From an optimization exercise on the open Yosys and OpenROAD flow, aimed at small area and a short achievable clock period; shortcuts taken in it are not production practice.
Only simulation tests tie the RTL to the original design; equivalence was not proved.
Power and IR drop assume default switching activity.

==> flow/design.v <==
module acc_scale24 (
    input  wire [7:0] c,
    output reg  [2:0] level
);
    always @* begin
        if      (c == 8'd255) level = 3'd5;
        else if (c >= 8'd204) level = 3'd4;
        else if (c >= 8'd153) level = 3'd3;
        else if (c >= 8'd102) level = 3'd2;
        else if (c >= 8'd51)  level = 3'd1;
        else                  level = 3'd0;
    end
endmodule
module acc_rgb_code (
    input  wire [2:0] red,
    input  wire [2:0] green,
    input  wire [2:0] blue,
    output wire [7:0] code
);
    assign code = 8'd16 + 8'd36 * red + 8'd6 * green + blue;
endmodule
module acc_classify_cube (
    input  wire [7:0] code,
    output wire [2:0] red,
    output wire [2:0] green,
    output wire [2:0] blue
);
    wire [5:0] y = code[7:2];
    reg  [2:0] r;
    always @* begin
        if      (y >= 6'd49) r = 3'd5;
        else if (y >= 6'd40) r = 3'd4;
        else if (y >= 6'd31) r = 3'd3;
        else if (y >= 6'd22) r = 3'd2;
        else if (y >= 6'd13) r = 3'd1;
        else                 r = 3'd0;
    end
    wire [5:0] x   = y - 6'd4 - {r, 3'd0} - {3'd0, r};
    wire [5:0] rem = {x[3:0], code[1:0]};
    reg  [2:0] g, b;
    always @* begin
        if      (rem >= 6'd30) begin g = 3'd5; b = rem[2:0] - 3'd6; end
        else if (rem >= 6'd24) begin g = 3'd4; b = rem[2:0];        end
        else if (rem >= 6'd18) begin g = 3'd3; b = rem[2:0] - 3'd2; end
        else if (rem >= 6'd12) begin g = 3'd2; b = rem[2:0] - 3'd4; end
        else if (rem >= 6'd6)  begin g = 3'd1; b = rem[2:0] - 3'd6; end
        else                   begin g = 3'd0; b = rem[2:0];        end
    end
    assign red = r;
    assign green = g;
    assign blue = b;
endmodule
module acc_classify (
    input  wire [7:0]  code,
    output reg  [10:0] var_out
);
    wire [2:0] k_r, k_g, k_b;
    acc_classify_cube u_cube (.code(code), .red(k_r), .green(k_g), .blue(k_b));
    always @* begin
        if (code < 8'd8)        var_out = {2'd0, 6'd0, code[2:0]};
        else if (code < 8'd16)  var_out = {2'd1, 6'd0, code[2:0]};
        else if (code < 8'd232) var_out = {2'd2, k_r, k_g, k_b};
        else                    var_out = {2'd3, 4'd0, code[4] & code[3], ~code[3], code[2:0]};
    end
endmodule
module acc_var_encode (
    input  wire [8:0] rgb,
    output wire       range_err,
    output wire [2:0] bad_value
);
    wire rb = rgb[8] & rgb[7];
    wire gb = rgb[5] & rgb[4];
    wire bb = rgb[2] & rgb[1];
    assign range_err = rb | gb | bb;
    assign bad_value = {2'b11, rb ? rgb[6] : gb ? rgb[3] : rgb[0]};
endmodule
module acc (
    input  wire        clk,
    input  wire        rst,
    input  wire        req_valid,
    input  wire [31:0] req_word,
    output wire        rsp_valid,
    output wire [31:0] rsp_word
);
    wire [3:0] op = req_word[31:28];
    wire [7:0] r8 = req_word[23:16];
    wire [7:0] g8 = req_word[15:8];
    wire [7:0] b8 = req_word[7:0];
    reg       seq_active;
    reg       seq_sub;
    reg [7:0] seq_cur;
    wire o1 = op == 4'h1;
    wire o2 = op == 4'h2;
    wire o3 = op == 4'h3;
    wire o4 = op == 4'h4;
    wire o5 = op == 4'h5;
    wire o6 = op == 4'h6;
    wire o7 = op == 4'h7;
    wire o8 = op == 4'h8;
    wire o9 = op == 4'h9;
    wire oa = op == 4'hA;
    wire ob = op == 4'hB;
    wire oc = op == 4'hC;
    wire od = op == 4'hD;
    wire mbz_ok = req_word[27:24] == 4'd0;
    wire z_hi   = req_word[23:11] == 13'd0;
    wire z_8    = z_hi & (req_word[10:8] == 3'd0);
    wire z_3    = z_8 & (req_word[7:3] == 5'd0);
    wire z_all  = z_3 & (req_word[2:0] == 3'd0);
    wire l_c = mbz_ok;                  
    wire l_8 = mbz_ok & z_8;            
    wire l_3 = mbz_ok & z_3;            
    wire l_z = mbz_ok & z_all;          
    wire [1:0] tag = req_word[10:9];
    wire v_fmt = ~tag[1] ? (req_word[8:3] == 6'd0)
                         : (~tag[0] | (req_word[8:5] == 4'd0));
    wire l_v = mbz_ok & z_hi & v_fmt;
    wire       v_rgb_bad;
    wire [2:0] v_bad;
    acc_var_encode u_vchk (.rgb(req_word[8:0]), .range_err(v_rgb_bad), .bad_value(v_bad));
    wire v_grey_bad = req_word[4] & req_word[3];
    wire r_bad = (r8[7:3] != 5'd0) | (r8[2] & r8[1]);
    wire g_bad = (g8[7:3] != 5'd0) | (g8[2] & g8[1]);
    wire b_bad = (b8[7:3] != 5'd0) | (b8[2] & b8[1]);
    wire c_rng = r_bad | g_bad | b_bad;
    wire l_bad = (b8[7:5] != 3'd0) | (b8[4] & b8[3]);
    wire sel_ok = ~(req_word[2] & (req_word[1] | req_word[0]));
    wire legal = ((o1 | o2) & l_3) | ((o3 | o5 | o9 | ob) & l_c)
               | ((o4 | o7 | o8 | oa) & l_8) | (o6 & l_v)
               | (oc & l_3 & sel_ok) | (od & l_z);
    wire rng = ((o3 | o9) & c_rng) | ((o4 | oa) & l_bad)
             | (o6 & tag[1] & (tag[0] ? v_grey_bad : v_rgb_bad));
    wire sq_end = od & ~seq_active;
    wire st1 = ~legal | sq_end;
    wire st0 = legal & (rng | sq_end);
    wire [2:0] s_r, s_g, s_b;
    acc_scale24 u_sr (.c(r8), .level(s_r));
    acc_scale24 u_sg (.c(g8), .level(s_g));
    acc_scale24 u_sb (.c(b8), .level(s_b));
    wire use_s = (op[2] & ~op[1]) | (op[3] & op[1]);
    wire use_v = op[2] & op[1];
    wire [2:0] ch_r = use_s ? s_r : use_v ? req_word[8:6] : r8[2:0];
    wire [2:0] ch_g = use_s ? s_g : use_v ? req_word[5:3] : g8[2:0];
    wire [2:0] ch_b = use_s ? s_b : b8[2:0];
    wire [7:0] code;
    acc_rgb_code u_code (.red(ch_r), .green(ch_g), .blue(ch_b), .code(code));
    wire [10:0] cls_var;
    acc_classify u_cls (.code(b8), .var_out(cls_var));
    wire [7:0] l_code = {3'b111, b8[4] | b8[3], ~b8[3], b8[2:0]};
    wire c_ok = ~c_rng;
    wire s_w8   = ((o1 | o2) & l_3) | (o8 & l_8) | ((o4 | oa) & l_8 & l_bad)
                | ((o3 | o9) & l_c & ~r_bad & ~g_bad & b_bad)
                | (o6 & l_v & (~tag[1] | (tag[0] & v_grey_bad)));
    wire s_b3   = (o2 & l_3) | (o6 & l_v & ~tag[1] & tag[0]);
    wire s_r8   = (o3 | o9) & l_c & r_bad;
    wire s_g8   = (o3 | o9) & l_c & ~r_bad & g_bad;
    wire s_code = (o3 & l_c & c_ok) | (o5 & l_c) | (o6 & l_v & tag[1] & ~tag[0] & ~v_rgb_bad);
    wire s_vbad = o6 & l_v & tag[1] & ~tag[0] & v_rgb_bad;
    wire s_lc   = ((o4 & l_8 & ~l_bad) | (o6 & l_v & tag[1] & tag[0] & ~v_grey_bad));
    wire s_pg   = oa & l_8 & ~l_bad;
    wire s_pack = (o9 & l_c & c_ok) | (ob & l_c);
    wire s_cls  = o7 & l_8;
    wire s_seq  = od & l_z & seq_active;
    wire [10:0] d =
          ({11{s_w8}}   & {3'd0, b8})
        | ({11{s_b3}}   & 11'd8)
        | ({11{s_r8}}   & {3'd0, r8})
        | ({11{s_g8}}   & {3'd0, g8})
        | ({11{s_code}} & {3'd0, code})
        | ({11{s_vbad}} & {8'd0, v_bad})
        | ({11{s_lc}}   & {3'd0, l_code})
        | ({11{s_pg}}   & {2'd3, 4'd0, b8[4:0]})
        | ({11{s_pack}} & {2'd2, ch_r, ch_g, ch_b})
        | ({11{s_cls}}  & cls_var)
        | ({11{s_seq}}  & {3'd0, seq_cur});
    wire accept  = req_valid & ~rst;
    wire do_strt = accept & oc & l_3 & sel_ok;
    wire do_next = accept & s_seq;
    wire sel_sub = req_word[2] | req_word[1] | req_word[0];
    reg [7:0] first;
    always @* begin
        case (req_word[2:0])
            3'd2:    first = 8'd8;
            3'd3:    first = 8'd16;
            3'd4:    first = 8'd232;
            default: first = 8'd0;
        endcase
    end
    wire at_end = (seq_cur == 8'd255)
                | (seq_sub & ((seq_cur == 8'd7) | (seq_cur == 8'd15) | (seq_cur == 8'd231)));
    always @(posedge clk) begin
        if (rst)
            seq_active <= 1'b0;
        else if (do_strt)
            seq_active <= 1'b1;
        else if (do_next & at_end)
            seq_active <= 1'b0;
    end
    always @(posedge clk) begin
        if (do_strt) begin
            seq_cur <= first;
            seq_sub <= sel_sub;
        end else if (do_next & ~at_end) begin
            seq_cur <= seq_cur + 8'd1;
        end
    end
    assign rsp_valid = accept;
    assign rsp_word  = {2'b00, st1, st0, 17'd0, d};
endmodule
==> flow/config.mk <==
export PLATFORM = sky130hd
export DESIGN_NAME = acc
export DESIGN_NICKNAME = acc
export VERILOG_FILES = /design/flow/design.v
export SDC_FILE = /design/flow/constraint.sdc
export NUM_CORES = 4
export LEC_CHECK = 0
export ABC_AREA = 1
export CAP_MARGIN = 20
export CORE_MARGIN = 2
export CORE_UTILIZATION = 70
export CTS_BUF_LIST = sky130_fd_sc_hd__clkbuf_4
export SLEW_MARGIN = 20
export BUFFER_PORTS_ARGS = -buffer_cell sky130_fd_sc_hd__buf_2
==> flow/constraint.sdc <==
create_clock -name core_clock -period 11.0 [get_ports {clk}]
set_input_delay 2.2000 -clock core_clock [delete_from_list [all_inputs] [get_ports {clk}]]
set_output_delay 2.2000 -clock core_clock [all_outputs]
set_load 0.01 [all_outputs]
standard.sh (not shown) runs the stock make flow with config.mk's settings and CLKGATE_MAP_FILE= SYNTH_SCRIPT=/design/flow/synth_recipe.tcl, a recipe that flattens the netlist after the stock synthesis.
==> flow/flow/run.sh <==
#!/bin/bash
# The standard layout with three changes: constant outputs share one tie cell
# (no repair_tie_fanout),
# rest of the logic (no full/half-adder cell extraction), and the port
# buffers are plain buffers (sky130_fd_sc_hd__buf_2).
set -e
echo "export BUFFER_PORTS_ARGS = -buffer_cell sky130_fd_sc_hd__buf_2" >> config.mk
bash standard.sh ADDER_MAP_FILE= SKIP_REPAIR_TIE_FANOUT=1 finish > standard.log 2>&1
The first run ran to the end with no violations.
==> next run, changes <==
--- a/flow/design.v
+++ b/flow/design.v
@@ -134,14 +134,14 @@
     wire st1 = ~legal | sq_end;
     wire st0 = legal & (rng | sq_end);
     wire [2:0] s_r, s_g, s_b;
     acc_scale24 u_sr (.c(r8), .level(s_r));
     acc_scale24 u_sg (.c(g8), .level(s_g));
     acc_scale24 u_sb (.c(b8), .level(s_b));
-    wire use_s = (op[2] & ~op[1]) | (op[3] & op[1]);
-    wire use_v = op[2] & op[1];
+    wire use_s = (op == 4'h5) | (op == 4'hB);
+    wire use_v = op == 4'h6;
     wire [2:0] ch_r = use_s ? s_r : use_v ? req_word[8:6] : r8[2:0];
     wire [2:0] ch_g = use_s ? s_g : use_v ? req_word[5:3] : g8[2:0];
     wire [2:0] ch_b = use_s ? s_b : b8[2:0];
     wire [7:0] code;
     acc_rgb_code u_code (.red(ch_r), .green(ch_g), .blue(ch_b), .code(code));
     wire [10:0] cls_var;
Final cell count rose by 0.62%.
Combinational power fell by about 7%.
Setup slack is better by 170 ps.
Sequential power is about the same.
Clock skew fell by 6.9 ps.
Area after synthesis rose by 4.5%.
Count of clock-buffer cells in the layout stays the same.
Power fell by 4.2%.

==> what the ideal ports hide <==
In the flow no input, the clock included, has a driving cell. The finished layouts below were timed again as built, in two steps.
Step 1 assumes that a clkbuf_16 drives the clock port and a buf_2 every other input.
Step 2, shift: input delay + t, output delay - t, t = (earliest + latest rising clock arrival at the registers) / 2. This alone moves slack from input paths to output paths.
a / b / c = ideal ports / drivers / drivers and shift; a / b = the first two.
| run | shift t [ns] | setup WS [ns] | worst setup path after step 2 | pins driven straight from the clock port |
|---|---|---|---|---|
| the first run | 0.293 | 4.151 / 4.132 / 4.132 | input to output | 1 |
| the second run | 0.294 | 4.322 / 4.303 / 4.303 | input to output | 1 |
After both steps every run listed still meets setup and hold.
